This is an optimization exercise on Yosys and OpenROAD, whose aim is small area, a short achievable clock period and few clock cycles per item, not a production implementation. At most, simulation tests tie the RTL to the original design; equivalence was not proved. For run 3, only the layout was checked, not whether the RTL still works. No activity file was given, so power comes from the tool's default toggle rates.

==> flow/design.v <==
module apt_frame_parser (
    input  wire        clk,
    input  wire        rst,
    input  wire        in_valid,
    input  wire [7:0]  in_data,
    output wire        in_ready,
    output wire        out_valid,
    input  wire        out_ready,
    output reg  [1:0]  out_kind,
    output wire [1:0]  out_err,
    output reg  [15:0] out_msgid,
    output reg  [6:0]  out_dest,
    output reg  [7:0]  out_source,
    output reg         out_long,
    output reg  [7:0]  out_param1,
    output reg  [7:0]  out_param2,
    output reg  [63:0] out_f0,
    output reg  [31:0] out_f1,
    output reg  [31:0] out_f2,
    output wire [31:0] out_f3,
    output wire [12:0] out_status
);
    reg         oval;        
    reg         inpay;       
    reg         far;         
    reg         kn;          
    reg  [15:0] q;           
    reg         err_enum;    
    reg  [12:0] st;          
    reg  [2:0]  f3h;         
    reg  [7:0]  nx0;
    reg         rdy;
    assign in_ready   = rdy;
    assign out_valid  = oval;
    assign out_err    = {err_enum, !err_enum};
    assign out_status = st;
    assign out_f3     = {16'd0, f3h, st};
    wire        take = in_valid && in_ready;
    wire [7:0]  d    = in_data;
    wire [15:0] len  = {out_param2, out_param1};
    wire        hdr5 = !inpay && q[2:0] == 3'd5;
    wire        last = hdr5 ? (!out_long || len == 16'd0) : (inpay && q == len);
    function h(input integer k);
        h = take && !inpay && q[2:0] == k;
    endfunction
    function p(input integer k);
        p = take && inpay && !far && q[3:0] == k - 5;
    endfunction
    wire        c1  = kn && out_msgid[3:0] == 4'h1;
    wire        c2  = kn && out_msgid[3:0] == 4'h2;
    wire        c3  = kn && out_msgid[3:0] == 4'h3;
    wire        c4  = kn && out_msgid[3:0] == 4'h4;
    wire        c5  = kn && out_msgid[3:0] == 4'h5;
    wire        c6  = kn && out_msgid[3:0] == 4'h6;
    wire        c7  = kn && out_msgid[3:0] == 4'h7;
    wire        c8  = kn && out_msgid[3:0] == 4'h8;
    wire        known = kn;
    wire        kn_d = d == 8'h10 && nx0[7:4] == 4'h0 &&
                       nx0[3:0] != 4'h0 && nx0[3:0] <= 4'h8;
    wire        l4   = len[15:2] == 14'd0;
    wire        l6   = len[15:3] == 13'd0 && len[2:1] != 2'b11;
    wire        l8   = len[15:3] == 13'd0;
    wire        l14  = len[15:4] == 12'd0 && len[3:1] != 3'b111;
    wire        lshort = c2 ? l6 : c4 ? l4 : c8 ? l8 : l14;
    wire        too_short = (c2 | c3 | c4 | c6 | c7 | c8) && (!out_long || lshort);
    wire        bad_enum  = c1 && out_param2 != 8'd1 && out_param2 != 8'd2;
    wire [18:0] adc = {3'd0, d, out_f1[7:0]} + {1'b0, d, out_f1[7:0], 2'b00};
    wire [7:0]  dz = d & {8{inpay}};
    wire        at0 = !inpay && q[2:0] == 3'd0;
    always @(posedge clk) begin
        if (rst)
            rdy <= 1'b1;
        else
            rdy <= (take && last) || !oval || out_ready || (at0 && !take);
    end
    always @(posedge clk) begin
        if (rst) begin
            oval  <= 1'b0;
            inpay <= 1'b0;
            far   <= 1'b0;
            q     <= 16'd0;
        end else begin
            if (out_ready)
                oval <= 1'b0;
            if (take) begin
                if (last) begin
                    oval  <= 1'b1;
                    inpay <= 1'b0;
                    far   <= 1'b0;
                    q     <= 16'd0;
                end else if (hdr5) begin
                    inpay <= 1'b1;
                    q     <= 16'd1;
                end else begin
                    q     <= q + 16'd1;
                    if (inpay && q[3:0] == 4'd14)
                        far <= 1'b1;
                end
            end
        end
    end
    wire c2378 = c2 | c3 | c7 | c8;
    wire c237  = c2 | c3 | c7;
    wire c37   = c3 | c7;
    wire n15   = !(c1 | c5);
    always @(posedge clk) begin
        if (h(0)) nx0 <= d;
        if (h(1)) begin
            out_msgid       <= {d, nx0};
            kn              <= kn_d;
        end
        if (h(2)) out_param1      <= d;
        if (h(3)) out_param2      <= d;
        if (h(4)) begin
            out_long <= d[7];
            out_dest <= d[6:0];
        end
        if (h(5)) begin
            out_source <= d;
            out_kind   <= !known ? 2'd1 : (too_short || bad_enum) ? 2'd2 : 2'd0;
            err_enum   <= !too_short;
        end
        if (h(2))
            out_f0[7:0] <= {d[7:4] & {4{!c5}}, d[3:0]};
        else if (p(6) && n15)
            out_f0[7:0] <= d;
        else if (p(7) && c4)
            out_f0[7:0] <= adc[7:0];
        if (p(7) && c4)
            out_f0[15:8] <= adc[15:8];
        else if (h(2) || (p(7) && n15))
            out_f0[15:8] <= dz;
        if (p(7) && c4)
            out_f0[23:16] <= {5'd0, adc[18:16]};
        else if (h(2) || (p(8) && c6))
            out_f0[23:16] <= dz;
        if (h(2) || (p(9) && c6))  out_f0[31:24] <= dz;
        if (h(2) || (p(10) && c6)) out_f0[39:32] <= dz;
        if (h(2) || (p(11) && c6)) out_f0[47:40] <= dz;
        if (h(2) || (p(12) && c6)) out_f0[55:48] <= dz;
        if (h(2) || (p(13) && c6)) out_f0[63:56] <= dz;
        if (h(3))
            out_f1[7:0] <= {7'd0, d == 8'd1};
        else if (p(9) && c4)
            out_f1[7:0] <= adc[7:0];
        else if ((p(6) && c4) || (p(8) && n15) || (p(14) && c6))
            out_f1[7:0] <= d;
        if (p(9) && c4)
            out_f1[15:8] <= adc[15:8];
        else if (h(3) || (p(9) && c2378) || (p(15) && c6))
            out_f1[15:8] <= dz;
        if (p(9) && c4)
            out_f1[23:16] <= {5'd0, adc[18:16]};
        else if (p(15) && c6)
            out_f1[23:16] <= {8{d[7]}};
        else if (h(3) || (p(10) && c237))
            out_f1[23:16] <= dz;
        if (p(15) && c6)
            out_f1[31:24] <= {8{d[7]}};
        else if (h(3) || (p(11) && c237))
            out_f1[31:24] <= dz;
        if ((p(10) && c8) || (p(12) && c37) || (p(16) && c6))
            out_f2[7:0] <= d;
        if ((p(11) && c8) || (p(13) && c37) || (p(17) && c6))
            out_f2[15:8] <= d;
        if (h(4) || (p(14) && c3) || (p(18) && c6))
            out_f2[23:16] <= dz;
        if (h(4) || (p(15) && c3) || (p(19) && c6))
            out_f2[31:24] <= dz;
        if (p(12) && c8)
            st[7:0] <= d;
        if (p(13) && c8)
            {f3h, st[12:8]} <= d;
        if (p(16) && c37)
            st[5:0] <= {d[7:4], d[1:0]};
        if (p(17) && c37)
            st[10:6] <= {d[6:4], d[2:1]};
        if (p(19) && c37)
            st[12:11] <= {d[7], d[0]};
    end
endmodule
==> flow/flow/run.sh <==
#!/bin/bash
# The standard layout (the standard.sh) with two changes: port buffers of
# sky130_fd_sc_hd__buf_2, and no full/half-adder cell extraction in synthesis
# (ADDER_MAP_FILE empty), so abc maps the adders for speed.
set -uo pipefail
bash standard.sh "BUFFER_PORTS_ARGS=-buffer_cell sky130_fd_sc_hd__buf_2" "ADDER_MAP_FILE=" finish > standard.log 2>&1
==> flow/standard.sh <==
#!/bin/bash
# synth_recipe.tcl (not shown) runs the flow's synth.tcl, then flattens the netlist and writes it again
# the make line also repeats each setting of config.mk as NAME=value (left out here)
make -C /OpenROAD-flow-scripts/flow DESIGN_CONFIG=/design/flow/config.mk WORK_HOME=/design/flow/orfs CLKGATE_MAP_FILE= SYNTH_SCRIPT=/design/flow/synth_recipe.tcl "${@:-finish}"
==> flow/config.mk <==
export PLATFORM = sky130hd
export DESIGN_NAME = apt_frame_parser
export DESIGN_NICKNAME = apt_frame_parser
export VERILOG_FILES = /design/flow/design.v
export SDC_FILE = /design/flow/constraint.sdc
export NUM_CORES = 4
export LEC_CHECK = 0
export ABC_CLOCK_PERIOD_IN_PS = 3000
export CAP_MARGIN = 20
export CORE_MARGIN = 2
export CORE_UTILIZATION = 40
export CTS_CLUSTER_DIAMETER = 80
export CTS_CLUSTER_SIZE = 24
export PLACE_DENSITY = 0.6
export SETUP_SLACK_MARGIN = 2.2
export SLEW_MARGIN = 20
==> flow/constraint.sdc <==
create_clock -name core_clock -period 4.5 [get_ports {clk}]
set_input_delay 0.9000 -clock core_clock [delete_from_list [all_inputs] [get_ports {clk}]]
set_output_delay 0.9000 -clock core_clock [all_outputs]
set_load 0.01 [all_outputs]
==> run_results.csv, run 1 <==
group,metric,value,unit
place,gp_congestion,0.8833,
cells_and_area,layout.cells.most_common,"sky130_fd_sc_hd__buf_2",
synthesis,async_reset_ff_frac,0,
grt,first_global_vias,6752,
sta,rsz0062_at_grt,"yes",
worst_hold_path,whs_endpoint,"out_msgid[5]$_DFFE_PP_",
critical_path,worst_setup_path_end_kind,"output port",
synthesis,postSynth.topFlopCell,"sky130_fd_sc_hd__edfxtp_1",
critical_path,r2r_slack,2.18,ns
critical_path,critPathLaunch,"out_f1[0]$_DFFE_PP_",
routing,dr.pass1.iters,7,
synthesis,sequential_share_of_the_synthesized_area,0.6265,
sta,timing.final.crit_period,2.361,ns
critical_path,worstRegToRegCells,8,
sta,skew,0.01757,ns
critical_path,worst-endpoint-arrival,1.46,ns
critical_path,crit_fanout,5,
routing,drt_wl_total,28000,microns
critical_path,crit_chain,"buf_4 > buf_4 > buf_2",
worst_hold_path,worst_min_delay_path_class,"flop to flop",
routing,num_vias,7469,
clocking,cts.reportedPaths.clkPinSlew,0.09,ns
grt,global_route.overflow_total,0,
grt,top_usage_layer,"met2",
sta,report.final.setup_viol,0,
synthesis,synth-seq-cells,224,
sta,whs,0.4527,ns
synthesis,synthesis.area,10140,sq um
grt,number_of_antenna_violations_at_the_first_check_in_global_routing,0,
synthesis,syn-instance-count,856,
critical_path,path_class,"flop to output port",
cells_and_area,number_of_fill_cells_in_the_layout,2241,
critical_path,critical-path-slowest-cell,"sky130_fd_sc_hd__edfxtp_1",
grt,grt_pass1_wl,41320,microns
sta,post-route-worst-setup-slack,2.139,ns
routing,drt-initial-drc-count,765,
die,ioPinCount,239,
routing,per_cell_via_count_in_the_routed_design,5.366,
worst_hold_path,min_from,"nx0[5]$_DFFE_PP_",
die,std_cell_rows,58,
die,die_height,163.3,microns
place,port_buffers,222,
power,total_leakage_power,0.004799,uW
die,core-area,25040,sq um
critical_path,r2r_end,"out_f1[17]$_DFFE_PP_",
sta,relSlewSlack,0.3361,
die,die_area,26650,sq um
clocking,clk_latency,0.49,ns
grt,use_met2,0.3276,
clocking,cts_inserted_buffers,14,
die,die_x,163.3,microns
grt,pin_count_of_the_biggest_net_entering_global_routing,38,
cells_and_area,flow.area_growth_from_synthesis,21.83,%
routing,wl_per_cell,20.12,microns
power,irDropWorstVdd,276.5,uV
sta,setup-tns-final,0,ns
synthesis,netlist-cell-type-count,86,
worst_hold_path,min_delay_path_depth,0,
power,p_per_area,311.8,nW/um^2
place,post-dp-hpwl,19700,microns
critical_path,reg2reg_from,"out_f1[0]$_DFFE_PP_",
clocking,cts_max_path_buffers,3,
critical_path,critical_path.max_stage_delay,0.52,ns
run,cap_violations,0,
routing,drc_errors,0,
grt,grt.met1_usage,0.2824,
cells_and_area,nets,1067,
cells_and_area,insertedDiodeCount,0,
sta,hold_violations,0,
clocking,clock_sink_count,224,
clocking,clockRootBuffer,"sky130_fd_sc_hd__clkbuf_16",
grt,m3_gr_usage,0.03961,
sta,achievable-frequency,423.6,MHz
power,totalPowerFinal,3854,uW
synthesis,yosysWarnings,1,
critical_path,timing.critical_path.from_type,"flop",
synthesis,postSynthAreaPerCell,11.85,sq um
grt,grt_use_total,0.2047,
clocking,cts_hold_repair.buffers,0,
sta,slew_violations,0,
die,floorplan.initialDensity,0.4052,
synthesis,synth-edff-count,187,
clocking,tritoncts,"built",
sta,worst_slew_pin_slew,0.9922,ns
clocking,cts_max_level,1,
critical_path,worst-endpoint-required,3.60,ns
critical_path,crit_top_cell,"sky130_fd_sc_hd__buf_4",
cells_and_area,final_cell_mix,"sky130_fd_sc_hd__buf_2, sky130_fd_sc_hd__edfxtp_1, sky130_fd_sc_hd__nor2_1, sky130_fd_sc_hd__nand2_1, sky130_fd_sc_hd__o21ai_0",
outcome,outcome,"no timing/DRC/antenna violations",
routing,antenna_left,0,
cells_and_area,final_layout_size_suffix_gt1_frac,0.3503,
sta,post-route-period-util,0.5246,
place,pre_cts_ws,1.313,ns
sequential cells by signal, summed over array words and instances, names as in the netlist:
name	count
kn	1
out_param2	8
out_f0	64
f3h	3
rdy	1
err_enum	1
far	1
q	16
out_dest	7
out_source	8
out_msgid	16
out_kind	2
inpay	1
st	13
out_long	1
out_f2	32
nx0	8
out_f1	32
oval	1
out_param1	8
what timing repair did:
action                     CTS  global route
buffers inserted            12            13
resized for setup           50            35
setup endpoints to repair  172           145
gates cloned                 1             0
pin swaps                    4             9
cells by family after synthesis:
group / synth area share
compound gates: 0.1230
flops: 0.6265
buf+inv: 0.05747
xor+xnor: 0.03453
fa+ha+maj: 0.001110
other cells: 0.0003697
simple gates: 0.1302
mux: 0.02676
Yosys cell counts, drive strengths merged, types with 9 or more instances:
cell type / n / area, sq um
edfxtp: 187 / 5615
o21ai: 84 / 424.2
nor2: 74 / 280.3
nand2: 66 / 250.2
buf: 60 / 402.9
a21oi: 40 / 211.5
dfxtp: 37 / 740.7
nand3: 29 / 145.1
xor2: 27 / 236.5
clkbuf: 24 / 90.09
nor3: 24 / 130.1
inv: 23 / 86.33
mux2i: 17 / 170.2
xnor2: 13 / 113.9
o31ai: 12 / 90.09
nand2b: 11 / 68.82
and2: 9 / 57.56
mux2: 9 / 101.4
final cells by class:
cell class	instances	area, sq um	area share
clock buffer	18	386.6	0.03128
clock inverter	5	48.80	0.003948
tap	330	412.9	0.03341
sequential	224	6391	0.5171
inverter	24	98.84	0.007998
timing repair buffer	251	1375	0.1113
multi-input combinational	540	3646	0.2950
metal layers:
layer	wire length, microns	share of wire
met4	798	0.028
met1	11860	0.42
met5	0	0
met3	2330	0.083
met2	13010	0.46
stage by stage:
step | cell area (sq um) | utilization | instances
final | 12360 | 0.4937 | 1392
after global routing | 12360 | 0.4937 | 1392
after CTS | 12110 | 0.4839 | 1379
after detailed placement | 11400 | 0.4555 | 1343
after global placement | 11400 | 0.4555 | 1343
after floorplan | 10420 | - | 871
worst max-delay path: cells and delay by family (launching register included):
| family | cells | cell delay, ns |
|---|---|---|
| buf+inv | 3 | 0.45 |
| flops | 1 | 0.52 |
report_power, final:
group | leakage [uW] | switching, uW | internal [uW]
Combinational | 0.00248 | 162 | 82.0
Clock | 0.000212 | 696 | 632
Sequential | 0.00210 | 25.0 | 2260
how the worst max path moves through the flow:
stage	end	slack (ns)
CTS	out_f1[7]$_SDFFE_PP0P_	2.17
global placement	out_f0[12]$_DFFE_PP_	1.35
finish	out_f1[0]	2.14
detailed placement	out_f0[16]$_DFFE_PP_	1.31
global route	out_f1[5]$_SDFFE_PP0P_	2.11
floorplan	out_f0[32]$_DFFE_PP_	2.07
Testbench counts, summed over its fixed seeds: cycles 48,895, items 3,200.
==> run 2, diff against run 1 <==
--- a/flow/config.mk
+++ b/flow/config.mk
@@ -7,10 +7,10 @@
 export LEC_CHECK = 0
-export ABC_CLOCK_PERIOD_IN_PS = 3000
+export ABC_CLOCK_PERIOD_IN_PS = 2000
 export CAP_MARGIN = 20
 export CORE_MARGIN = 2
-export CORE_UTILIZATION = 40
+export CORE_UTILIZATION = 60
 export CTS_CLUSTER_DIAMETER = 80
 export CTS_CLUSTER_SIZE = 24
-export PLACE_DENSITY = 0.6
-export SETUP_SLACK_MARGIN = 2.2
+export PLACE_DENSITY = 0.75
+export SETUP_SLACK_MARGIN = 2.5
 export SLEW_MARGIN = 20
==> run_results.csv, run 2 <==
group,metric,value,unit
outcome,outcome,"no timing/DRC/antenna violations",
power,internal-power,3003,uW
die,core-area,16580,sq um
die,die_area,17960,sq um
cells_and_area,final_layout_size_suffix_gt1_frac,0.5073,
run,cap_violations,0,
die,die_x,134.0,microns
synthesis,synthTopCellsByCount,"sky130_fd_sc_hd__edfxtp_1, sky130_fd_sc_hd__o21ai_0, sky130_fd_sc_hd__nor2_1",
cells_and_area,layout.cells.most_common,"sky130_fd_sc_hd__buf_2",
cells_and_area,reg_top3,"out_f0 x64, out_f1 x32, out_f2 x32",
synthesis,syn-instance-count,856,
power,swShare,0.2339,
worst_hold_path,worst_min_delay_path_class,"flop to flop",
place,post-dp-hpwl,18080,microns
synthesis,synth.area.mux_share,0.02676,
grt,grt_pass1_wl,42290,microns
critical_path,crit_fanout,8,
sta,relSlewSlack,0.4504,
cells_and_area,insertedDiodeCount,0,
sta,skew,0.03514,ns
power,power.share.sequential,0.582,
power,p_switching,916.7,uW
clocking,tritoncts,"built",
synthesis,synth-simple-area-share,0.1302,
power,power.share.clock,0.321,
clocking,clock_sink_count,224,
critical_path,path_class,"flop to flop",
critical_path,worst-endpoint-required,4.73,ns
sta,hold_violations,0,
synthesis,sequential_share_of_the_synthesized_area,0.6265,
routing,drt_wl_total,35730,microns
synthesis,synth-edff-count,187,
sta,slew_violations,0,
synthesis,synth-seq-cells,224,
synthesis,postSynth.topFlopCell,"sky130_fd_sc_hd__edfxtp_1",
power,irDropWorstVdd,327.9,uV
clocking,cts.reportedPaths.clkPinSlew,0.10,ns
grt,number_of_antenna_violations_at_the_first_check_in_global_routing,0,
synthesis,yosysWarnings,1,
cells_and_area,nets,1177,
critical_path,worst_setup_path_end_kind,"flop",
sta,post-route-worst-setup-slack,2.065,ns
place,port_buffers,222,
cells_and_area,top_register,"out_f0",
sta,rsz0062_at_grt,"yes",
die,ioPinCount,239,
routing,wl_per_cell,25.69,microns
clocking,cts_inserted_buffers,13,
die,floorplan.initialDensity,0.6117,
die,std_cell_rows,47,
routing,num_vias,9296,
routing,drt-initial-drc-count,1383,
cells_and_area,largest_reg_flops,64,
die,die_height,134.0,microns
synthesis,post-synth-top-count-cell,"sky130_fd_sc_hd__edfxtp_1",
synthesis,synth_compound_gate_area_share,0.1230,
routing,antenna_left,0,
sta,post-route-period-util,0.5411,
synthesis,netlist-cell-type-count,86,
synthesis,synth-adder-area-share,0.001110,
clocking,clockRootBuffer,"sky130_fd_sc_hd__clkbuf_16",
sta,setup-tns-final,0,ns
grt,first_global_vias,7402,
synthesis,postSynthAreaPerCell,11.85,sq um
synthesis,post_synth_main_area_contributors,"sky130_fd_sc_hd__edfxtp_1, sky130_fd_sc_hd__dfxtp_1, sky130_fd_sc_hd__o21ai_0, sky130_fd_sc_hd__buf_4, sky130_fd_sc_hd__nor2_1",
clocking,cts_max_level,1,
routing,dr.pass1.iters,8,
synthesis,synth_top_cell_by_area,"sky130_fd_sc_hd__edfxtp_1",
clocking,cts_hold_repair.buffers,0,
synthesis,synthesis.area,10140,sq um
grt,grt_use_total,0.3076,
critical_path,worst-endpoint-arrival,2.66,ns
power,totalPowerFinal,3919,uW
sta,worst_slew_pin_slew,0.8240,ns
place,pre_cts_ws,1.321,ns
synthesis,largest_family_of_logic_cells_by_synthesized_area,"simple AND/OR/NAND/NOR gates",
sta,report.final.setup_viol,0,
routing,per_cell_via_count_in_the_routed_design,6.683,
cells_and_area,flow.area_growth_from_synthesis,41.47,%
sta,timing.final.crit_period,2.435,ns
routing,drc_errors,0,
critical_path,timing.critical_path.from_type,"flop",
power,total_leakage_power,0.005803,uW
clocking,cts_max_path_buffers,3,
synthesis,post-synth-top-area-fraction,0.5535,
clocking,clk_latency,0.50,ns
sta,achievable-frequency,410.7,MHz
synthesis,yosys.area_share.xor_xnor,0.03453,
power,p_per_area,273.1,nW/um^2
cells_and_area,post-route-util,0.8654,
grt,pin_count_of_the_biggest_net_entering_global_routing,37,
cells_and_area,final_cell_mix,"sky130_fd_sc_hd__buf_2, sky130_fd_sc_hd__edfxtp_1, sky130_fd_sc_hd__buf_4, sky130_fd_sc_hd__nand2_1, sky130_fd_sc_hd__nor2_1",
synthesis,async_reset_ff_frac,0,
grt,global_route.overflow_total,0,
power,p_comb_frac,0.097,
place,gp_congestion,0.8892,
-- run 2: per-layer routing --
metal / up-vias / routed length (microns) / part of all wire / track usage
met2: 969 / 15890 / 0.44 / 0.4883
met5: - / 0 / 0 / 0
li1: 3730 / - / - / -
met3: 270 / 4779 / 0.13 / 0.06500
met4: 0 / 2510 / 0.070 / 0.1094
met1: 4327 / 12550 / 0.35 / 0.4260
-- run 2: timing repair --
action	in CTS	in global routing
gates resized for setup	128	163
setup buffers	71	57
pin swaps	38	65
endpoints found under the hold margin	0	0
cloned	2	7
endpoints found under the setup margin	267	207
-- run 2: cell families after synthesis --
kind of cell / Yosys count
other cells: 1
flops: 224
simple gates: 264
compound gates: 192
xor+xnor: 40
buf+inv: 108
mux: 26
fa+ha+maj: 1
-- run 2: cell type report --
cell class	count	area, sq um
clock buffer	19	379.1
clock inverter	2	13.76
fill	727	2232
inverter	24	106.4
multi-input combinational	541	4466
sequential	224	6404
tap	220	275.3
timing repair buffer	361	2708
-- run 2: worst paths after layout --
check	from	endpoint	slack [ns]	cells after the start
max reg2reg	out_f1[0]$_DFFE_PP_	out_f0[14]$_DFFE_PP_	2.06	7
min	nx0[0]$_DFFE_PP_	out_msgid[0]$_DFFE_PP_	0.43	0
max	out_f1[0]$_DFFE_PP_	out_f0[14]$_DFFE_PP_	2.06	7
min reg2reg	nx0[0]$_DFFE_PP_	out_msgid[0]$_DFFE_PP_	0.43	0
-- run 2: critical path, cell delays in order, from the launching register on --
cell and delay, ns:
sky130_fd_sc_hd__edfxtp_1 0.49, sky130_fd_sc_hd__o21ai_2 0.10, sky130_fd_sc_hd__a22oi_2 0.46, sky130_fd_sc_hd__nand3_2 0.25
sky130_fd_sc_hd__and4_4 0.28, sky130_fd_sc_hd__o21a_1 0.24, sky130_fd_sc_hd__nor3_2 0.24, sky130_fd_sc_hd__mux2i_1 0.11
-- run 2: power groups by stage --
stage / Clock [uW] / Sequential, uW / Combinational, uW
floorplan: 0 / 2330 / 188
global placement: 0 / 2330 / 226
detailed placement: 0 / 2330 / 229
CTS: 1240 / 2280 / 283
global route: 1320 / 2280 / 388
finish: 1260 / 2280 / 378
-- run 2: metrics by stage --
step,instance area [sq um],std cells,hold slack (ns)
after global routing,14350,1391,0.4469
after global placement,11500,1233,0.4190
after detailed placement,11500,1233,0.4357
after floorplan,10700,871,0.4169
final,14350,1391,0.4289
after CTS,13070,1327,0.4429
==> run 3, diff against run 2 <==
--- a/flow/design.v
+++ b/flow/design.v
@@ -43,6 +43,6 @@
     function h(input integer k);
-        h = take && !inpay && q[2:0] == k;
+        h = !inpay && q[2:0] == k;
     endfunction
     function p(input integer k);
-        p = take && inpay && !far && q[3:0] == k - 5;
+        p = inpay && !far && q[3:0] == k - 5;
     endfunction
@@ -105,3 +105,3 @@
     wire n15   = !(c1 | c5);
-    always @(posedge clk) begin
+    always @(posedge clk) if (take) begin
         if (h(0)) nx0 <= d;
--- a/flow/config.mk
+++ b/flow/config.mk
@@ -10,6 +10,6 @@
 export CORE_MARGIN = 2
-export CORE_UTILIZATION = 60
+export CORE_UTILIZATION = 40
 export CTS_CLUSTER_DIAMETER = 80
 export CTS_CLUSTER_SIZE = 24
-export PLACE_DENSITY = 0.75
+export PLACE_DENSITY = 0.6
 export SETUP_SLACK_MARGIN = 2.5
==> run_results.csv, run 3 <==
group,metric,value,unit
critical_path,worst-endpoint-arrival,2.58,ns
place,post-dp-hpwl,21740,microns
grt,number_of_antenna_violations_at_the_first_check_in_global_routing,0,
routing,dr.pass1.iters,5,
synthesis,synth_top_cell_by_area,"sky130_fd_sc_hd__edfxtp_1",
cells_and_area,layout.cells.most_common,"sky130_fd_sc_hd__edfxtp_1",
synthesis,sequential_share_of_the_synthesized_area,0.6243,
clocking,clk_latency,0.49,ns
synthesis,synth-seq-cells,224,
synthesis,post-synth-top-area-fraction,0.5860,
power,power.share.sequential,0.564,
grt,grt_pass1_wl,50230,microns
synthesis,netlist-cell-type-count,87,
synthesis,synthTopCellsByCount,"sky130_fd_sc_hd__edfxtp_1, sky130_fd_sc_hd__nand2_1, sky130_fd_sc_hd__o21ai_0",
clocking,cts_inserted_buffers,14,
cells_and_area,flow.area_growth_from_synthesis,46.36,%
critical_path,crit_chain,"buf_6 > buf_6 > or3b_4 > a22oi_2 > a31oi_2 > o31a_1 > o21ai_1 > or3b_1",
critical_path,crit_fanout,2,
clocking,cts.reportedPaths.clkPinSlew,0.09,ns
run,cap_violations,0,
clocking,cts_max_path_buffers,3,
synthesis,synthesis.area,10450,sq um
critical_path,critical_path.max_stage_delay,0.42,ns
sta,worst_slew_pin_slew,0.7008,ns
sta,setup-tns-final,0,ns
critical_path,path_class,"flop to flop",
power,p_per_area,268.9,nW/um^2
synthesis,postSynthAreaPerCell,11.56,sq um
die,die_x,165.7,microns
grt,global_route.overflow_total,0,
sta,timing.final.crit_period,2.342,ns
grt,grt_use_total,0.2338,
cells_and_area,largest_reg_flops,64,
sta,achievable-frequency,426.9,MHz
clocking,tritoncts,"built",
die,ioPinCount,239,
power,total_leakage_power,0.005637,uW
routing,wl_per_cell,21.48,microns
cells_and_area,reg_top3,"out_f0 x64, out_f1 x32, out_f2 x32",
power,totalPowerFinal,4114,uW
power,p_switching,998.7,uW
cells_and_area,final_cell_mix,"sky130_fd_sc_hd__edfxtp_1, sky130_fd_sc_hd__buf_2, sky130_fd_sc_hd__buf_4, sky130_fd_sc_hd__nand2_1, sky130_fd_sc_hd__buf_6",
sta,skew,0.01656,ns
synthesis,async_reset_ff_frac,0,
critical_path,crit_family,"compound AO/OA/AOI/OAI gates",
synthesis,yosysWarnings,1,
routing,drt_wl_total,34350,microns
routing,drc_errors,0,
grt,first_global_vias,8233,
synthesis,post_synth_main_area_contributors,"sky130_fd_sc_hd__edfxtp_1, sky130_fd_sc_hd__dfxtp_1, sky130_fd_sc_hd__nand2_1, sky130_fd_sc_hd__o21ai_0, sky130_fd_sc_hd__xnor2_1",
synthesis,postSynth.topFlopCell,"sky130_fd_sc_hd__edfxtp_1",
place,placed_area,11950,sq um
critical_path,buf_inv_on_cp,2,
cells_and_area,top_register,"out_f0",
synthesis,synth-edff-count,204,
clocking,clockRootBuffer,"sky130_fd_sc_hd__clkbuf_16",
worst_hold_path,worst_min_delay_path_class,"flop to flop",
sta,rsz0062_at_grt,"yes",
sta,report.final.setup_viol,0,
routing,antenna_left,0,
sta,post-route-period-util,0.5205,
routing,drt-initial-drc-count,1027,
power,irDropWorstVdd,337.4,uV
critical_path,worst-endpoint-required,4.74,ns
critical_path,timing.critical_path.from_type,"flop",
power,p_comb_frac,0.110,
cells_and_area,insertedDiodeCount,0,
cells_and_area,nets,1268,
clocking,cts_hold_repair.buffers,0,
die,core-area,25840,sq um
routing,per_cell_via_count_in_the_routed_design,5.602,
synthesis,post-synth-top-count-cell,"sky130_fd_sc_hd__edfxtp_1",
die,std_cell_rows,59,
sta,slew_violations,0,
die,die_height,165.7,microns
grt,pin_count_of_the_biggest_net_entering_global_routing,37,
cells_and_area,final_design_area_no_fill,15300,sq um
place,port_buffers,222,
synthesis,syn-instance-count,904,
clocking,clock_sink_count,224,
power,internal-power,3115,uW
power,swShare,0.2428,
sta,hold_violations,0,
die,die_area,27440,sq um
cells_and_area,final_layout_size_suffix_gt1_frac,0.4897,
critical_path,worst_setup_path_end_kind,"flop",
routing,num_vias,8958,
power,power.share.clock,0.327,
clocking,cts_max_level,1,
critical_path,crit_top_cell,"sky130_fd_sc_hd__buf_6",
outcome,outcome,"no timing/DRC/antenna violations",
sta,relSlewSlack,0.5313,
critical_path,critical-path-slowest-cell,"sky130_fd_sc_hd__edfxtp_1",
place,gp_congestion,0.8738,
die,floorplan.initialDensity,0.4046,
-- run 3: cells by family after synthesis --
logic type,count (synthesis),share of synthesized area
buffers and inverters,119,0.05781
other,1,0.0003587
and+or+nand+nor,314,0.1534
xor gates and xnor gates,40,0.03351
muxes,3,0.002992
AOI/OAI and AO/OA,202,0.1266
DFF,224,0.6243
adders and majority gates,1,0.0009575
-- run 3: power by group through the flow --
stage | Combinational [uW] | Clock [uW] | Sequential, uW
after floorplan | 202 | 0 | 2370
after global placement | 287 | 0 | 2380
after detailed placement | 289 | 0 | 2380
after CTS | 399 | 1380 | 2320
after global routing | 475 | 1440 | 2320
final | 451 | 1340 | 2320
-- run 3: layer usage --
| metal | vias to the layer above | track usage | part of all wire |
|---|---|---|---|
| li1 | 4005 | - | - |
| met3 | 57 | 0.05066 | 0.093 |
| met4 | 0 | 0.06767 | 0.029 |
| met5 | - | 0 | 0 |
| met1 | 4400 | 0.3310 | 0.42 |
| met2 | 496 | 0.3642 | 0.46 |
-- run 3: metrics by stage --
stage | hold slack, ns | util | setup WS, ns | std cells
final | 0.4578 | 0.5922 | 2.158 | 1599
after global placement | 0.4305 | 0.4626 | 1.032 | 1393
after floorplan | 0.4268 | - | 1.860 | 919
after global routing | 0.4726 | 0.5922 | 2.082 | 1599
after detailed placement | 0.4354 | 0.4626 | 1.015 | 1393
after CTS | 0.4591 | 0.5615 | 2.116 | 1560
-- run 3: worst paths after layout --
kind                                 end                    start  slack [ns]  cells past startpoint
hold reg to reg   out_msgid[2]$_DFFE_PP_         nx0[2]$_DFFE_PP_        0.46                      0
hold / removal    out_msgid[2]$_DFFE_PP_         nx0[2]$_DFFE_PP_        0.46                      0
setup reg to reg    out_f1[15]$_DFFE_PP_  out_f1[6]$_SDFFCE_PP0P_        2.16                      8
setup / recovery    out_f1[15]$_DFFE_PP_  out_f1[6]$_SDFFCE_PP0P_        2.16                      8
-- run 3: area by class of cell --
type                            instances  area, sq um
Tap cell                              335        419.2
Multi-Input combinational cell        578         4612
Clock inverter                          4        46.29
Timing Repair Buffer                  411         3163
Inverter                               27        122.6
Clock buffer                           20        394.1
Sequential cell                       224         6543
Fill cell                            2010        10540
-- run 3: what timing repair did --
action | in CTS | in global routing
cloned | 0 | 3
setup buffers | 143 | 36
resized for setup | 193 | 116
pin swaps | 56 | 62
endpoints found under the setup margin | 334 | 295
-- run 3: worst reg2reg max path, delay by kind of cell (launching register included) --
kind,cells,cell delay (ns)
and+or+nand+nor,2,0.71
AOI/OAI and AO/OA,4,0.73
DFF,1,0.42
buffers and inverters,2,0.25
==> run 4, diff against run 3 <==
--- a/flow/design.v
+++ b/flow/design.v
@@ -43,6 +43,6 @@
     function h(input integer k);
-        h = !inpay && q[2:0] == k;
+        h = take && !inpay && q[2:0] == k;
     endfunction
     function p(input integer k);
-        p = inpay && !far && q[3:0] == k - 5;
+        p = take && inpay && !far && q[3:0] == k - 5;
     endfunction
@@ -105,3 +105,3 @@
     wire n15   = !(c1 | c5);
-    always @(posedge clk) if (take) begin
+    always @(posedge clk) begin
         if (h(0)) nx0 <= d;
==> flow/flow/run.sh (replaced) <==
#!/bin/bash
# The standard layout (the standard.sh) with two changes: port buffers of
# sky130_fd_sc_hd__buf_1, and no full/half-adder cell extraction in synthesis
# (ADDER_MAP_FILE empty), so abc maps the adders for speed.
set -uo pipefail
bash standard.sh "BUFFER_PORTS_ARGS=-buffer_cell sky130_fd_sc_hd__buf_1" "ADDER_MAP_FILE=" finish > standard.log 2>&1
==> run_results.csv, run 4 <==
group,metric,value,unit
outcome,outcome,"no timing/DRC/antenna violations",
cells_and_area,post-route-util,0.5611,
run,cap_violations,0,
grt,global_route.overflow_total,0,
cells_and_area,flip_flop_and_latch_area,6404,sq um
sta,report.final.setup_viol,0,
clocking,cts.reportedPaths.clkPinSlew,0.09,ns
critical_path,timing.critical_path.from_type,"flop",
die,core-area,25040,sq um
cells_and_area,flow.area_growth_from_synthesis,38.47,%
die,die_height,163.3,microns
power,p_per_area,272.0,nW/um^2
grt,grt_pass1_wl,44080,microns
power,irDropWorstVdd,285.2,uV
cells_and_area,largest_reg_flops,64,
routing,per_cell_via_count_in_the_routed_design,5.428,
synthesis,postSynth.topFlopCell,"sky130_fd_sc_hd__edfxtp_1",
cells_and_area,reg_top3,"out_f0 x64, out_f1 x32, out_f2 x32",
cells_and_area,nets,1187,
synthesis,netlist-cell-type-count,86,
power,totalPowerFinal,3821,uW
synthesis,post-synth-top-area-fraction,0.5535,
grt,first_global_vias,7309,
synthesis,yosysWarnings,1,
synthesis,async_reset_ff_frac,0,
place,gp_congestion,0.8564,
clocking,cts_inserted_buffers,13,
critical_path,path_class,"flop to output port",
routing,wl_per_cell,20.81,microns
routing,dr.pass1.iters,5,
grt,pin_count_of_the_biggest_net_entering_global_routing,27,
synthesis,syn-instance-count,856,
synthesis,post_synth_main_area_contributors,"sky130_fd_sc_hd__edfxtp_1, sky130_fd_sc_hd__dfxtp_1, sky130_fd_sc_hd__o21ai_0, sky130_fd_sc_hd__buf_4, sky130_fd_sc_hd__nor2_1",
routing,num_vias,8196,
critical_path,worst_setup_path_end_kind,"output port",
synthesis,synth-seq-cells,224,
sta,worst_slew_pin_slew,0.7558,ns
grt,number_of_antenna_violations_at_the_first_check_in_global_routing,0,
cells_and_area,number_of_fill_cells_in_the_layout,2031,
clocking,clk_latency,0.49,ns
die,ioPinCount,239,
critical_path,crit_fanout,4,
critical_path,r2r_slack,2.25,ns
routing,antenna_left,0,
sta,achievable-frequency,437.6,MHz
cells_and_area,final_layout_size_suffix_gt1_frac,0.3441,
cells_and_area,multi_input_comb_area,4327,sq um
grt,grt_use_total,0.2173,
die,die_area,26650,sq um
synthesis,synthesis.area,10140,sq um
synthesis,post-synth-top-count-cell,"sky130_fd_sc_hd__edfxtp_1",
clocking,cts_max_level,1,
sta,timing.final.crit_period,2.285,ns
critical_path,worst-endpoint-required,3.60,ns
sta,hold_violations,0,
die,floorplan.initialDensity,0.4052,
synthesis,synth-edff-count,187,
clocking,tritoncts,"built",
synthesis,postSynthAreaPerCell,11.85,sq um
cells_and_area,final_cell_mix,"sky130_fd_sc_hd__edfxtp_1, sky130_fd_sc_hd__buf_1, sky130_fd_sc_hd__buf_4, sky130_fd_sc_hd__nor2_1, sky130_fd_sc_hd__nand2_1",
synthesis,synth_top_cell_by_area,"sky130_fd_sc_hd__edfxtp_1",
die,die_x,163.3,microns
sta,post-route-period-util,0.5078,
sta,skew,0.02522,ns
sta,slew_violations,0,
die,std_cell_rows,58,
routing,drt_wl_total,31420,microns
cells_and_area,insertedDiodeCount,0,
routing,drt-initial-drc-count,731,
critical_path,worst-endpoint-arrival,1.39,ns
clocking,clock_sink_count,224,
cells_and_area,layout.cells.most_common,"sky130_fd_sc_hd__edfxtp_1",
synthesis,synthTopCellsByCount,"sky130_fd_sc_hd__edfxtp_1, sky130_fd_sc_hd__o21ai_0, sky130_fd_sc_hd__nor2_1",
sta,rsz0062_at_grt,"yes",
place,port_buffers,222,
routing,drc_errors,0,
place,post-dp-hpwl,20580,microns
power,total_leakage_power,0.005191,uW
sta,setup-tns-final,0,ns
sta,relSlewSlack,0.4956,
synthesis,sequential_share_of_the_synthesized_area,0.6265,
cells_and_area,top_register,"out_f0",
clocking,cts_max_path_buffers,3,
clocking,clockRootBuffer,"sky130_fd_sc_hd__clkbuf_16",
worst_hold_path,worst_min_delay_path_class,"flop to flop",
## run 4: cell types whose count changed in the layout (fill, tap and decap cells not counted), moves of 11 or more
| cell | delta |
|---|---|
| sky130_fd_sc_hd__buf_2 | -196 |
| sky130_fd_sc_hd__buf_1 | +178 |
| sky130_fd_sc_hd__nand2_1 | -35 |
| sky130_fd_sc_hd__buf_6 | -33 |
| sky130_fd_sc_hd__o21ai_1 | +28 |
| sky130_fd_sc_hd__clkbuf_2 | +23 |
| sky130_fd_sc_hd__edfxtp_1 | -17 |
| sky130_fd_sc_hd__xor2_1 | +15 |
| sky130_fd_sc_hd__mux2i_1 | +14 |
| sky130_fd_sc_hd__nor2_1 | +14 |
| sky130_fd_sc_hd__xnor2_1 | -14 |
| sky130_fd_sc_hd__o21ai_0 | -11 |
## run 4: metrics by stage
| stage | hold WS, ns | area, sq um | std cells | worst slack (ns) |
|---|---|---|---|---|
| 2_1_floorplan | 0.4169 | 10700 | 871 | 2.092 |
| 3_3_place_gp | 0.4272 | 11440 | 1353 | 1.148 |
| 3_5_place_dp | 0.4361 | 11440 | 1353 | 1.120 |
| 4_1_cts | 0.4491 | 12960 | 1453 | 2.320 |
| 5_1_grt | 0.4583 | 14050 | 1510 | 2.167 |
| 6_report | 0.4505 | 14050 | 1510 | 2.215 |
## run 4: path summary, 6_finish.rpt
path / endpoint / startpoint / depth (start not counted)
hold reg to reg: out_msgid[5]$_DFFE_PP_ / nx0[5]$_DFFE_PP_ / 0
setup / recovery: out_f1[0] / out_f1[0]$_DFFE_PP_ / 3
hold / removal: out_msgid[5]$_DFFE_PP_ / nx0[5]$_DFFE_PP_ / 0
setup reg to reg: out_f1[5]$_SDFFE_PP0P_ / out_msgid[3]$_DFFE_PP_ / 9
## run 4: repair_timing
item | 4_1_cts | 5_1_grt
hold endpoints to repair | 0 | 0
gates resized for setup | 127 | 184
gates cloned | 1 | 1
setup buffers | 79 | 56
pin swaps | 35 | 56
setup endpoints to repair | 293 | 238
hold buffers | 0 | 0
## run 4: power by group
group / switching [uW] / internal (uW)
sequential: 25.4 / 2260
clock: 664 / 545
combinational: 199 / 132
## run 4: critical path, cell delays in order (launching register included)
cell and delay (ns):
sky130_fd_sc_hd__edfxtp_1 0.50, sky130_fd_sc_hd__buf_4 0.19, sky130_fd_sc_hd__buf_6 0.11, sky130_fd_sc_hd__buf_6 0.11
## run 4: cell type report
class | count | area share
Clock buffer | 16 | 0.02396
Clock inverter | 4 | 0.002138
Inverter | 24 | 0.007304
Multi-Input combinational cell | 541 | 0.3080
Sequential cell | 224 | 0.4559
Tap cell | 330 | 0.02939
Timing Repair Buffer | 371 | 0.1733
## run 4: cell families after synthesis
family | synth area share
adder cells (fa/ha/maj) | 0.001110
multiplexers | 0.02676
buffers and inverters | 0.05747
AO/OA/AOI/OAI | 0.1230
AND/OR/NAND/NOR | 0.1302
flip-flops | 0.6265
XOR/XNOR | 0.03453
other | 0.0003697
## run 4: routing by layer
metal / share of wire / vias up / track usage
li1: - / 3741 / -
met1: 0.41 / 4022 / 0.2974
met2: 0.48 / 376 / 0.3585
met3: 0.074 / 57 / 0.03403
met4: 0.031 / 0 / 0.06315
met5: 0 / - / 0
Testbench counts of run 4, summed over its fixed seeds: cycles 48,895, items 3,200.
==> run 5, diff against run 4 <==
--- a/flow/config.mk
+++ b/flow/config.mk
@@ -14,3 +14,3 @@
 export PLACE_DENSITY = 0.6
-export SETUP_SLACK_MARGIN = 2.5
+export SETUP_SLACK_MARGIN = 2.35
 export SLEW_MARGIN = 20
==> run_results.csv, run 5 <==
group,metric,value,unit
critical_path,crit_fanout,3,
run,cap_violations,0,
die,die_area,26650,sq um
synthesis,synth-seq-cells,224,
synthesis,synth.area.mux_share,0.02676,
sta,timing.final.crit_period,2.271,ns
critical_path,crit_top_cell,"sky130_fd_sc_hd__buf_6",
critical_path,timing.critical_path.from_type,"flop",
sta,slew_violations,0,
sta,post-route-period-util,0.5047,
synthesis,synth-edff-count,187,
critical_path,reg2reg_from,"out_f1[0]$_DFFE_PP_",
power,irDropWorstVdd,263.5,uV
routing,drc_errors,0,
synthesis,post_synth_main_area_contributors,"sky130_fd_sc_hd__edfxtp_1, sky130_fd_sc_hd__dfxtp_1, sky130_fd_sc_hd__o21ai_0, sky130_fd_sc_hd__buf_4, sky130_fd_sc_hd__nor2_1",
worst_hold_path,worst_min_delay_path_class,"flop to flop",
cells_and_area,reg_top3,"out_f0 x64, out_f1 x32, out_f2 x32",
power,total_leakage_power,0.004623,uW
grt,grt_pass1_wl,43440,microns
die,die_height,163.3,microns
grt,grt_use_total,0.2152,
clocking,cts_max_level,1,
clocking,cts.reportedPaths.clkPinSlew,0.09,ns
routing,drt_wl_total,30370,microns
critical_path,crit_chain,"buf_6 > buf_6 > buf_6",
synthesis,netlist-cell-type-count,86,
critical_path,worst-endpoint-arrival,1.37,ns
routing,antenna_left,0,
synthesis,synth-simple-area-share,0.1302,
grt,number_of_antenna_violations_at_the_first_check_in_global_routing,0,
synthesis,largest_family_of_logic_cells_by_synthesized_area,"simple AND/OR/NAND/NOR gates",
routing,num_vias,7820,
synthesis,yosys.area_share.xor_xnor,0.03453,
cells_and_area,final_layout_size_suffix_gt1_frac,0.2308,
sta,rsz0062_at_grt,"yes",
synthesis,synth-adder-area-share,0.001110,
synthesis,synth_compound_gate_area_share,0.1230,
cells_and_area,flow.area_growth_from_synthesis,28.33,%
grt,global_route.overflow_total,0,
cells_and_area,insertedDiodeCount,0,
cells_and_area,top_register,"out_f0",
synthesis,yosysWarnings,1,
critical_path,path_class,"flop to output port",
synthesis,post-synth-top-count-cell,"sky130_fd_sc_hd__edfxtp_1",
cells_and_area,flip_flop_and_latch_area,6396,sq um
place,gp_congestion,0.8530,
worst_hold_path,min_from,"nx0[2]$_DFFE_PP_",
sta,achievable-frequency,440.3,MHz
synthesis,syn-instance-count,856,
routing,per_cell_via_count_in_the_routed_design,5.401,
synthesis,sequential_share_of_the_synthesized_area,0.6265,
cells_and_area,layout.cells.most_common,"sky130_fd_sc_hd__buf_1",
sta,relSlewSlack,0.4285,
cells_and_area,number_of_fill_cells_in_the_layout,2205,
place,port_buffers,222,
die,std_cell_rows,58,
synthesis,async_reset_ff_frac,0,
synthesis,post-synth-top-area-fraction,0.5535,
die,ioPinCount,239,
outcome,outcome,"no timing/DRC/antenna violations",
clocking,clockRootBuffer,"sky130_fd_sc_hd__clkbuf_16",
routing,dr.pass1.iters,5,
clocking,cts_max_path_buffers,3,
critical_path,critical-path-slowest-cell,"sky130_fd_sc_hd__edfxtp_1",
synthesis,postSynth.topFlopCell,"sky130_fd_sc_hd__edfxtp_1",
sta,hold_violations,0,
sta,setup-tns-final,0,ns
clocking,cts_inserted_buffers,15,
sta,worst_slew_pin_slew,0.8567,ns
sta,skew,0.01935,ns
synthesis,synthesis.area,10140,sq um
die,floorplan.initialDensity,0.4052,
critical_path,critPathLaunch,"out_f1[0]$_DFFE_PP_",
place,post-dp-hpwl,20490,microns
routing,wl_per_cell,20.97,microns
grt,pin_count_of_the_biggest_net_entering_global_routing,38,
power,p_per_area,305.0,nW/um^2
place,dp_cells,1350,
die,die_x,163.3,microns
cells_and_area,nets,1122,
clocking,clk_latency,0.49,ns
clocking,tritoncts,"built",
synthesis,synthTopCellsByCount,"sky130_fd_sc_hd__edfxtp_1, sky130_fd_sc_hd__o21ai_0, sky130_fd_sc_hd__nor2_1",
routing,drt-initial-drc-count,631,
clocking,clock_sink_count,224,
cells_and_area,largest_reg_flops,64,
die,core-area,25040,sq um
cells_and_area,final_cell_mix,"sky130_fd_sc_hd__buf_1, sky130_fd_sc_hd__edfxtp_1, sky130_fd_sc_hd__buf_4, sky130_fd_sc_hd__nor2_1, sky130_fd_sc_hd__nand2_1",
sta,report.final.setup_viol,0,
critical_path,worst-endpoint-required,3.60,ns
critical_path,worst_setup_path_end_kind,"output port",
cells_and_area,final_cells,1448,
critical_path,r2r_slack,2.26,ns
critical_path,critical_path.max_stage_delay,0.48,ns
synthesis,synth_top_cell_by_area,"sky130_fd_sc_hd__edfxtp_1",
grt,first_global_vias,7167,
synthesis,postSynthAreaPerCell,11.85,sq um
cells_and_area,multi_input_comb_area,3960,sq um
clocking,cts_hold_repair.buffers,0,
[run 5: cell count changes in the layout (fill, tap and decap cells not counted), moves of 8 or more]
cell                       before  now
sky130_fd_sc_hd__buf_6         31   13
sky130_fd_sc_hd__buf_4        109   64
sky130_fd_sc_hd__o21ai_1       38   18
sky130_fd_sc_hd__a21oi_2       15    7
sky130_fd_sc_hd__o21ai_0       20   48
sky130_fd_sc_hd__clkbuf_2      23    2
sky130_fd_sc_hd__nor2_1        53   63
sky130_fd_sc_hd__buf_12        17    6
sky130_fd_sc_hd__buf_1        178  212
sky130_fd_sc_hd__a21oi_1       22   30
[run 5: cell families after synthesis]
kind of cell | count (synthesis)
buf+inv | 108
other cells | 1
compound gates | 192
fa+ha+maj | 1
xor+xnor | 40
mux | 26
flops | 224
simple gates | 264
[run 5: layout make-up]
| type | count | area share |
|---|---|---|
| timing repair buffer | 305 | 0.1293 |
| tap | 330 | 0.03172 |
| sequential | 224 | 0.4913 |
| inverter | 24 | 0.007593 |
| multi-input combinational | 540 | 0.3042 |
| clock inverter | 9 | 0.006824 |
| clock buffer | 16 | 0.02912 |
[run 5: metal layers]
layer	wire length (microns)	up-vias	GRT usage
li1	-	3611	-
met1	12710	3771	0.2925
met2	14240	389	0.3493
met3	2638	49	0.04342
met4	784	0	0.06396
met5	0	-	0
[run 5: path summary, 6_finish.rpt]
path / end / depth (start not counted)
setup / recovery: out_f1[0] / 3
hold / removal: out_msgid[2]$_DFFE_PP_ / 0
setup reg to reg: out_f1[17]$_DFFE_PP_ / 8
hold reg to reg: out_msgid[2]$_DFFE_PP_ / 0
[run 5: where the power goes]
group	leakage (uW)	switching, uW	internal [uW]	total, uW
Sequential	0.00211	24.0	2260	2280
Combinational	0.00229	186	118	303
Clock	0.000227	740	648	1390
Total	0.00462	950	3020	3970
[run 5: what timing repair did]
item,4_1_cts,5_1_grt
endpoints found under the hold margin,0,0
endpoints found under the setup margin,248,170
gates cloned,1,1
buffers inserted,38,33
gates resized for setup,95,57
pin swaps,27,37
[run 5: through the flow]
stage	util	total power, uW	setup WS [ns]	hold slack, ns	area [sq um]
after floorplan	-	2508	2.092	0.4169	10580
after global placement	0.4520	2561	1.077	0.4275	11320
after detailed placement	0.4520	2564	1.012	0.4334	11320
after CTS	0.4989	3968	2.255	0.4529	12490
after global routing	0.5200	4106	2.182	0.4664	13020
final	0.5200	3971	2.229	0.4546	13020
[run 5: critical path, delay by kind of cell (launching register included)]
kind | cells | cell delay [ns]
buffers and inverters | 3 | 0.39
DFF | 1 | 0.48
==> run 6, diff against run 5 <==
--- a/flow/config.mk
+++ b/flow/config.mk
@@ -14,3 +14,3 @@
 export PLACE_DENSITY = 0.6
-export SETUP_SLACK_MARGIN = 2.35
+export SETUP_SLACK_MARGIN = 2.1
 export SLEW_MARGIN = 20
==> run_results.csv, run 6 <==
group,metric,value,unit
outcome,outcome,"no timing/DRC/antenna violations",
critical_path,crit_fanout,11,
routing,antenna_left,0,
sta,whs,0.4522,ns
power,power.share.clock,0.378,
routing,per_cell_via_count_in_the_routed_design,5.327,
critical_path,worstRegToRegCells,3,
die,die_x,163.3,microns
critical_path,buf_inv_on_cp,0,
routing,drc_errors,0,
synthesis,post-synth-top-area-fraction,0.5535,
cells_and_area,final_cell_mix,"sky130_fd_sc_hd__buf_1, sky130_fd_sc_hd__edfxtp_1, sky130_fd_sc_hd__nor2_1, sky130_fd_sc_hd__o21ai_0, sky130_fd_sc_hd__nand2_1",
grt,first_global_vias,6820,
power,irDropWorstVdd,261.3,uV
critical_path,crit_chain,"nand3_1 > nor4_1 > mux2_2",
place,gp_congestion,0.8972,
power,p_switching,974.4,uW
worst_hold_path,worst_min_delay_path_class,"flop to flop",
sta,timing.final.crit_period,2.456,ns
power,power.share.sequential,0.563,
synthesis,synthesis.area,10140,sq um
critical_path,worst_setup_path_end_kind,"flop",
synthesis,sequential_share_of_the_synthesized_area,0.6265,
sta,setup-tns-final,0,ns
sta,hold_violations,0,
cells_and_area,largest_reg_flops,64,
worst_hold_path,min_from,"nx0[5]$_DFFE_PP_",
critical_path,path_class,"flop to flop",
cells_and_area,number_of_fill_cells_in_the_layout,2327,
cells_and_area,top_register,"out_f0",
power,p_per_area,335.7,nW/um^2
synthesis,synth-seq-cells,224,
power,internal-power,3081,uW
synthesis,synth_compound_gate_area_share,0.1230,
die,std_cell_rows,58,
synthesis,postSynth.topFlopCell,"sky130_fd_sc_hd__edfxtp_1",
worst_hold_path,min_delay_path_depth,0,
critical_path,reg2reg_from,"out_msgid[0]$_DFFE_PP_",
grt,pin_count_of_the_biggest_net_entering_global_routing,26,
die,ioPinCount,239,
run,cap_violations,0,
critical_path,critical-path-slowest-cell,"sky130_fd_sc_hd__nor4_1",
synthesis,post_synth_main_area_contributors,"sky130_fd_sc_hd__edfxtp_1, sky130_fd_sc_hd__dfxtp_1, sky130_fd_sc_hd__o21ai_0, sky130_fd_sc_hd__buf_4, sky130_fd_sc_hd__nor2_1",
cells_and_area,insertedDiodeCount,0,
sta,achievable-frequency,407.2,MHz
cells_and_area,final_layout_size_suffix_gt1_frac,0.1295,
synthesis,synthTopCellsByCount,"sky130_fd_sc_hd__edfxtp_1, sky130_fd_sc_hd__o21ai_0, sky130_fd_sc_hd__nor2_1",
sta,skew,0.02223,ns
clocking,cts.reportedPaths.clkPinSlew,0.09,ns
cells_and_area,nets,1083,
synthesis,synth-edff-count,187,
routing,drt-initial-drc-count,828,
sta,post-route-period-util,0.5457,
critical_path,r2r_end,"st[11]$_DFFE_PP_",
clocking,clk_latency,0.50,ns
routing,num_vias,7517,
power,total_leakage_power,0.004212,uW
critical_path,crit_family,"simple AND/OR/NAND/NOR gates",
synthesis,largest_family_of_logic_cells_by_synthesized_area,"simple AND/OR/NAND/NOR gates",
routing,dr.pass1.iters,5,
critical_path,worst-endpoint-arrival,2.70,ns
synthesis,synth_top_cell_by_area,"sky130_fd_sc_hd__edfxtp_1",
sta,relSlewSlack,0.3061,
critical_path,crit_cells,3,
place,port_buffers,222,
synthesis,post-synth-top-count-cell,"sky130_fd_sc_hd__edfxtp_1",
clocking,clock_sink_count,224,
sta,rsz0062_at_grt,"yes",
synthesis,async_reset_ff_frac,0,
clocking,clockRootBuffer,"sky130_fd_sc_hd__clkbuf_16",
routing,drt_wl_total,28810,microns
synthesis,postSynthAreaPerCell,11.85,sq um
critical_path,r2r_slack,2.04,ns
critical_path,critical_path.max_stage_delay,0.80,ns
grt,number_of_antenna_violations_at_the_first_check_in_global_routing,0,
routing,wl_per_cell,20.42,microns
place,post-dp-hpwl,20360,microns
clocking,tritoncts,"built",
clocking,cts_inserted_buffers,16,
power,swShare,0.2403,
sta,worst_slew_pin_slew,1.037,ns
cells_and_area,reg_top3,"out_f0 x64, out_f1 x32, out_f2 x32",
die,floorplan.initialDensity,0.4052,
worst_hold_path,whs_endpoint,"out_msgid[5]$_DFFE_PP_",
synthesis,synth-adder-area-share,0.001110,
sta,report.final.setup_viol,0,
synthesis,synth-simple-area-share,0.1302,
die,core-area,25040,sq um
power,p_comb_frac,0.059,
synthesis,synth.area.mux_share,0.02676,
die,die_height,163.3,microns
grt,global_route.overflow_total,0,
cells_and_area,layout.cells.most_common,"sky130_fd_sc_hd__buf_1",
critical_path,worst-endpoint-required,4.75,ns
clocking,cts_max_path_buffers,3,
sta,slew_violations,0,
cells_and_area,post-route-util,0.4825,
grt,grt_use_total,0.2080,
die,die_area,26650,sq um
synthesis,yosysWarnings,1,
clocking,cts_max_level,1,
synthesis,netlist-cell-type-count,86,
synthesis,yosys.area_share.xor_xnor,0.03453,
critical_path,timing.critical_path.from_type,"flop",
synthesis,syn-instance-count,856,
cells_and_area,flow.area_growth_from_synthesis,19.08,%
grt,grt_pass1_wl,42060,microns
-- run 6: cell types whose count changed in the layout (fill, tap and decap cells not counted), sizes merged --
| cell | before | now |
|---|---|---|
| buf | 300 | 260 |
| clkbuf | 21 | 26 |
| clkinvlp | 2 | 1 |
| inv | 27 | 26 |
-- run 6: routing by layer --
metal / up-vias / GRT usage / wire, microns
met5: - / 0 / 0
met4: 0 / 0.04626 / 501
met3: 32 / 0.03682 / 2161
met2: 318 / 0.3454 / 13630
met1: 3637 / 0.2858 / 12520
li1: 3530 / - / -
-- run 6: power groups by stage --
| stage | registers, uW | clock network, uW | logic [uW] |
|---|---|---|---|
| after floorplan | 2330 | 0 | 167 |
| after global placement | 2330 | 0 | 219 |
| after global routing | 2290 | 1650 | 258 |
| after detailed placement | 2330 | 0 | 222 |
| final | 2280 | 1530 | 239 |
| after CTS | 2280 | 1570 | 226 |
-- run 6: what timing repair did --
action	in CTS	in global routing
hold buffers	0	0
gates resized for setup	31	26
cloned	1	0
pin swaps	2	4
endpoints found under the setup margin	97	96
buffers inserted	3	18
-- run 6: cell type report --
| type | instances | area (sq um) | area share |
|---|---|---|---|
| Sequential cell | 224 | 6377 | 0.5279 |
| Multi-Input combinational cell | 540 | 3426 | 0.2836 |
| Timing Repair Buffer | 265 | 1217 | 0.1008 |
| Clock buffer | 21 | 440.4 | 0.03646 |
| Tap cell | 330 | 412.9 | 0.03418 |
| Clock inverter | 7 | 110.1 | 0.009115 |
| Inverter | 24 | 96.34 | 0.007975 |
-- run 6: worst max path at each step --
stage                                 startpoint                    to
after floorplan                         in_valid  out_f0[32]$_DFFE_PP_
after global placement                in_data[1]  out_f1[12]$_DFFE_PP_
after detailed placement              in_data[1]  out_f1[12]$_DFFE_PP_
after CTS                               in_valid  out_f0[16]$_DFFE_PP_
after global routing          inpay$_SDFFE_PP0P_       st[8]$_DFFE_PP_
final                     out_msgid[0]$_DFFE_PP_      st[11]$_DFFE_PP_
-- run 6: cell families (layout without fill, tap and decap cells) --
family,after synthesis,count (layout)
fa+ha+maj,1,1
mux,26,26
xor+xnor,40,40
other cells,1,16
buf+inv,108,317
flops,224,224
simple gates,264,264
compound gates,192,193
-- run 6: metrics by stage --
stage / area, sq um / cells / total power, uW / setup WS [ns]
CTS: 11820 / 1393 / 4081 / 2.089
detailed placement: 11180 / 1361 / 2555 / 1.064
finish: 12080 / 1411 / 4055 / 2.044
global placement: 11180 / 1361 / 2552 / 1.130
global route: 12080 / 1411 / 4198 / 1.976
floorplan: 10310 / 871 / 2493 / 2.060
==> run 7, diff against run 6 <==
--- a/flow/config.mk
+++ b/flow/config.mk
@@ -14,3 +14,3 @@
 export PLACE_DENSITY = 0.6
-export SETUP_SLACK_MARGIN = 2.1
+export SETUP_SLACK_MARGIN = 2.2
 export SLEW_MARGIN = 20
==> run_results.csv, run 7 <==
group,metric,value,unit
place,post-dp-hpwl,20040,microns
critical_path,worstRegToRegCells,8,
cells_and_area,layout.cells.most_common,"sky130_fd_sc_hd__buf_1",
cells_and_area,reg_top3,"out_f0 x64, out_f1 x32, out_f2 x32",
critical_path,cp-endpoint,"out_f1[15]$_DFFE_PP_",
routing,dr.pass1.iters,6,
critical_path,crit_fanout,20,
cells_and_area,insertedDiodeCount,0,
synthesis,post-synth-top-area-fraction,0.5535,
critical_path,worst-endpoint-required,4.85,ns
outcome,outcome,"no timing/DRC/antenna violations",
grt,first_global_vias,6776,
critical_path,buf_inv_on_cp,1,
die,die_area,26650,sq um
synthesis,synth-adder-area-share,0.001110,
critical_path,crit_family,"simple AND/OR/NAND/NOR gates",
sta,worst_slew_pin_slew,1.019,ns
sta,hold_violations,0,
routing,per_cell_via_count_in_the_routed_design,5.378,
die,die_height,163.3,microns
critical_path,path_class,"flop to flop",
synthesis,post_synth_main_area_contributors,"sky130_fd_sc_hd__edfxtp_1, sky130_fd_sc_hd__dfxtp_1, sky130_fd_sc_hd__o21ai_0, sky130_fd_sc_hd__buf_4, sky130_fd_sc_hd__nor2_1",
synthesis,async_reset_ff_frac,0,
synthesis,post-synth-top-count-cell,"sky130_fd_sc_hd__edfxtp_1",
place,pre_cts_ws,1.087,ns
synthesis,synth_top_cell_by_area,"sky130_fd_sc_hd__edfxtp_1",
routing,drt-initial-drc-count,780,
critical_path,timing.critical_path.from_type,"flop",
synthesis,synth_compound_gate_area_share,0.1230,
routing,wl_per_cell,20.55,microns
critical_path,critical_path.max_stage_delay,0.49,ns
synthesis,synthTopCellsByCount,"sky130_fd_sc_hd__edfxtp_1, sky130_fd_sc_hd__o21ai_0, sky130_fd_sc_hd__nor2_1",
sta,report.final.setup_viol,0,
clocking,tritoncts,"built",
routing,antenna_left,0,
clocking,clock_sink_count,224,
grt,pin_count_of_the_biggest_net_entering_global_routing,38,
critical_path,r2r_slack,2.20,ns
power,total_leakage_power,0.004225,uW
clocking,cts_max_level,1,
worst_hold_path,worst_min_delay_path_class,"flop to flop",
clocking,cts.reportedPaths.clkPinSlew,0.09,ns
sta,timing.final.crit_period,2.300,ns
synthesis,yosysWarnings,1,
sta,slew_violations,0,
sta,rsz0062_at_grt,"yes",
synthesis,largest_family_of_logic_cells_by_synthesized_area,"simple AND/OR/NAND/NOR gates",
routing,num_vias,7524,
place,gp_congestion,0.8857,
grt,grt_use_total,0.2046,
cells_and_area,largest_reg_flops,64,
critical_path,r2r_end,"out_f1[15]$_DFFE_PP_",
synthesis,postSynth.topFlopCell,"sky130_fd_sc_hd__edfxtp_1",
cells_and_area,nets,1075,
clocking,cts_hold_repair.buffers,0,
synthesis,postSynthAreaPerCell,11.85,sq um
cells_and_area,flow.area_growth_from_synthesis,20.40,%
synthesis,netlist-cell-type-count,86,
grt,global_route.overflow_total,0,
critical_path,worst_setup_path_end_kind,"flop",
die,ioPinCount,239,
synthesis,synthesis.area,10140,sq um
clocking,clk_latency,0.48,ns
sta,setup-tns-final,0,ns
synthesis,synth-simple-area-share,0.1302,
power,irDropWorstVdd,396.8,uV
synthesis,syn-instance-count,856,
routing,drt_wl_total,28750,microns
critical_path,crit_cells,8,
critical_path,critical-path-slowest-cell,"sky130_fd_sc_hd__edfxtp_1",
clocking,cts_inserted_buffers,14,
die,floorplan.initialDensity,0.4052,
critical_path,worst-endpoint-arrival,2.65,ns
critical_path,reg2reg_from,"out_msgid[3]$_DFFE_PP_",
routing,drc_errors,0,
synthesis,synth.area.mux_share,0.02676,
die,std_cell_rows,58,
sta,post-route-worst-setup-slack,2.200,ns
clocking,cts_max_path_buffers,3,
sta,achievable-frequency,434.8,MHz
synthesis,synth-edff-count,187,
sta,skew,0.02345,ns
cells_and_area,top_register,"out_f0",
cells_and_area,final_layout_size_suffix_gt1_frac,0.1534,
die,die_x,163.3,microns
synthesis,synth-seq-cells,224,
grt,grt_pass1_wl,41520,microns
cells_and_area,final_cell_mix,"sky130_fd_sc_hd__buf_1, sky130_fd_sc_hd__edfxtp_1, sky130_fd_sc_hd__nor2_1, sky130_fd_sc_hd__nand2_1, sky130_fd_sc_hd__o21ai_0",
critical_path,crit_chain,"nand3b_1 > nor3_4 > and3_2 > buf_4 > nand3_1 > o31ai_1 > a21oi_1 > nand2_1",
critical_path,critPathLaunch,"out_msgid[3]$_DFFE_PP_",
synthesis,sequential_share_of_the_synthesized_area,0.6265,
sta,relSlewSlack,0.3182,
run,cap_violations,0,
power,p_per_area,316.1,nW/um^2
sta,post-route-period-util,0.5110,
die,core-area,25040,sq um
place,port_buffers,222,
synthesis,yosys.area_share.xor_xnor,0.03453,
grt,number_of_antenna_violations_at_the_first_check_in_global_routing,0,
clocking,clockRootBuffer,"sky130_fd_sc_hd__clkbuf_16",
-- run 7: cell count changes in the layout (fill, tap and decap cells not counted), sizes merged --
cell and delta:
clkbuf -5, buf -4, inv -2, clkinv -1
-- run 7: final cells by class --
class	instances	area, sq um
clock buffers	18	386.6
clock inverters	4	50.05
fillers	2300	12820
inverters	24	98.84
multi-input cells	540	3650
flip-flops and latches	224	6391
well taps	330	412.9
repair buffers	259	1225
-- run 7: routing by layer --
metal,vias up,track usage,part of all wire
li1,3502,-,-
met1,3670,0.2865,0.44
met2,315,0.3308,0.47
met3,37,0.03327,0.070
met4,0,0.05551,0.024
met5,-,0,0
-- run 7: logic make-up (layout without fill, tap and decap cells) --
family / Yosys count / in the layout
DFF: 224 / 224
muxes: 26 / 26
and+or+nand+nor: 264 / 264
xor gates and xnor gates: 40 / 40
other: 1 / 16
adders and majority gates: 1 / 1
AOI/OAI and AO/OA: 192 / 193
buffers and inverters: 108 / 305
-- run 7: worst min path at each step --
| stage | from | end | slack [ns] | depth (start not counted) |
|---|---|---|---|---|
| final | nx0[6]$_DFFE_PP_ | out_msgid[6]$_DFFE_PP_ | 0.44 | 0 |
| after CTS | nx0[6]$_DFFE_PP_ | out_msgid[6]$_DFFE_PP_ | 0.44 | 0 |
| after global placement | nx0[5]$_DFFE_PP_ | out_msgid[5]$_DFFE_PP_ | 0.42 | 0 |
| after detailed placement | nx0[7]$_DFFE_PP_ | out_msgid[7]$_DFFE_PP_ | 0.44 | 0 |
| after floorplan | nx0[6]$_DFFE_PP_ | out_msgid[6]$_DFFE_PP_ | 0.42 | 0 |
| after global routing | nx0[6]$_DFFE_PP_ | out_msgid[6]$_DFFE_PP_ | 0.44 | 0 |
-- run 7: through the flow --
stage | hold WS, ns | total power, uW | instance area [sq um] | util | cells
after floorplan | 0.4169 | 2503 | 10420 | - | 871
after global placement | 0.4226 | 2555 | 11200 | 0.4472 | 1350
after detailed placement | 0.4383 | 2557 | 11200 | 0.4472 | 1350
after CTS | 0.4422 | 3880 | 11860 | 0.4736 | 1380
after global routing | 0.4365 | 3986 | 12210 | 0.4879 | 1399
final | 0.4367 | 3861 | 12210 | 0.4879 | 1399
-- run 7: power by group --
group / switching, uW / internal (uW)
logic: 164 / 85.9
clock network: 694 / 633
registers: 27.7 / 2260
total: 886 / 2980
-- run 7: repair_timing --
item,in CTS,in global routing
gates resized for setup,49,46
gates cloned,1,1
pin swaps,2,10
setup endpoints to repair,182,144
buffers inserted,7,18
-- run 7: worst reg2reg max path: cells and delay by family (launching register included) --
kind                   cells  cell delay (ns)
AND/OR/NAND/NOR            5             1.23
flip-flops                 1             0.49
buffers and inverters      1             0.28
AO/OA/AOI/OAI              2             0.17

port drivers added, routing unchanged:
The results above use ideal ports. As a check the final layouts listed here were re-extracted and re-timed, cells and wires unchanged. Step 1 sets driving cells, clkbuf_16 on the clock port and buf_2 on the other inputs (assumed; they add their load-dependent delay and slew). Step 2 moves the port delays by t, midway between the first and last clock arrival at a register: inputs arrive t later, outputs are due t later. That takes back most of the time a late clock gives input paths. Slacks: ideal ports / drivers / drivers and shift; pairs: ideal ports / drivers.
run	t (ns)	setup WS [ns]	worst setup path at the end	clock arrival spread, ns	cell pins on the clock port's net
run 1	0.529	2.139 / 2.089 / 1.747	input to register	0.018 / 0.018	1
run 2	0.520	2.065 / 2.065 / 1.582	input to register	0.038 / 0.038	1
run 3	0.536	2.158 / 2.152 / 1.616	input to register	0.017 / 0.018	1
run 4	0.532	2.215 / 2.164 / 1.766	input to register	0.027 / 0.027	1
run 5	0.528	2.229 / 2.182 / 1.770	input to register	0.020 / 0.020	1
run 6	0.536	2.044 / 2.044 / 1.595	input to register	0.022 / 0.023	1
run 7	0.522	2.200 / 2.200 / 1.710	input to register	0.027 / 0.027	1
After both steps setup and hold are still met in every run listed. The setup slack of run 3, which loses most, moves by -0.006 ns with the drivers and by -0.542 ns with both steps.
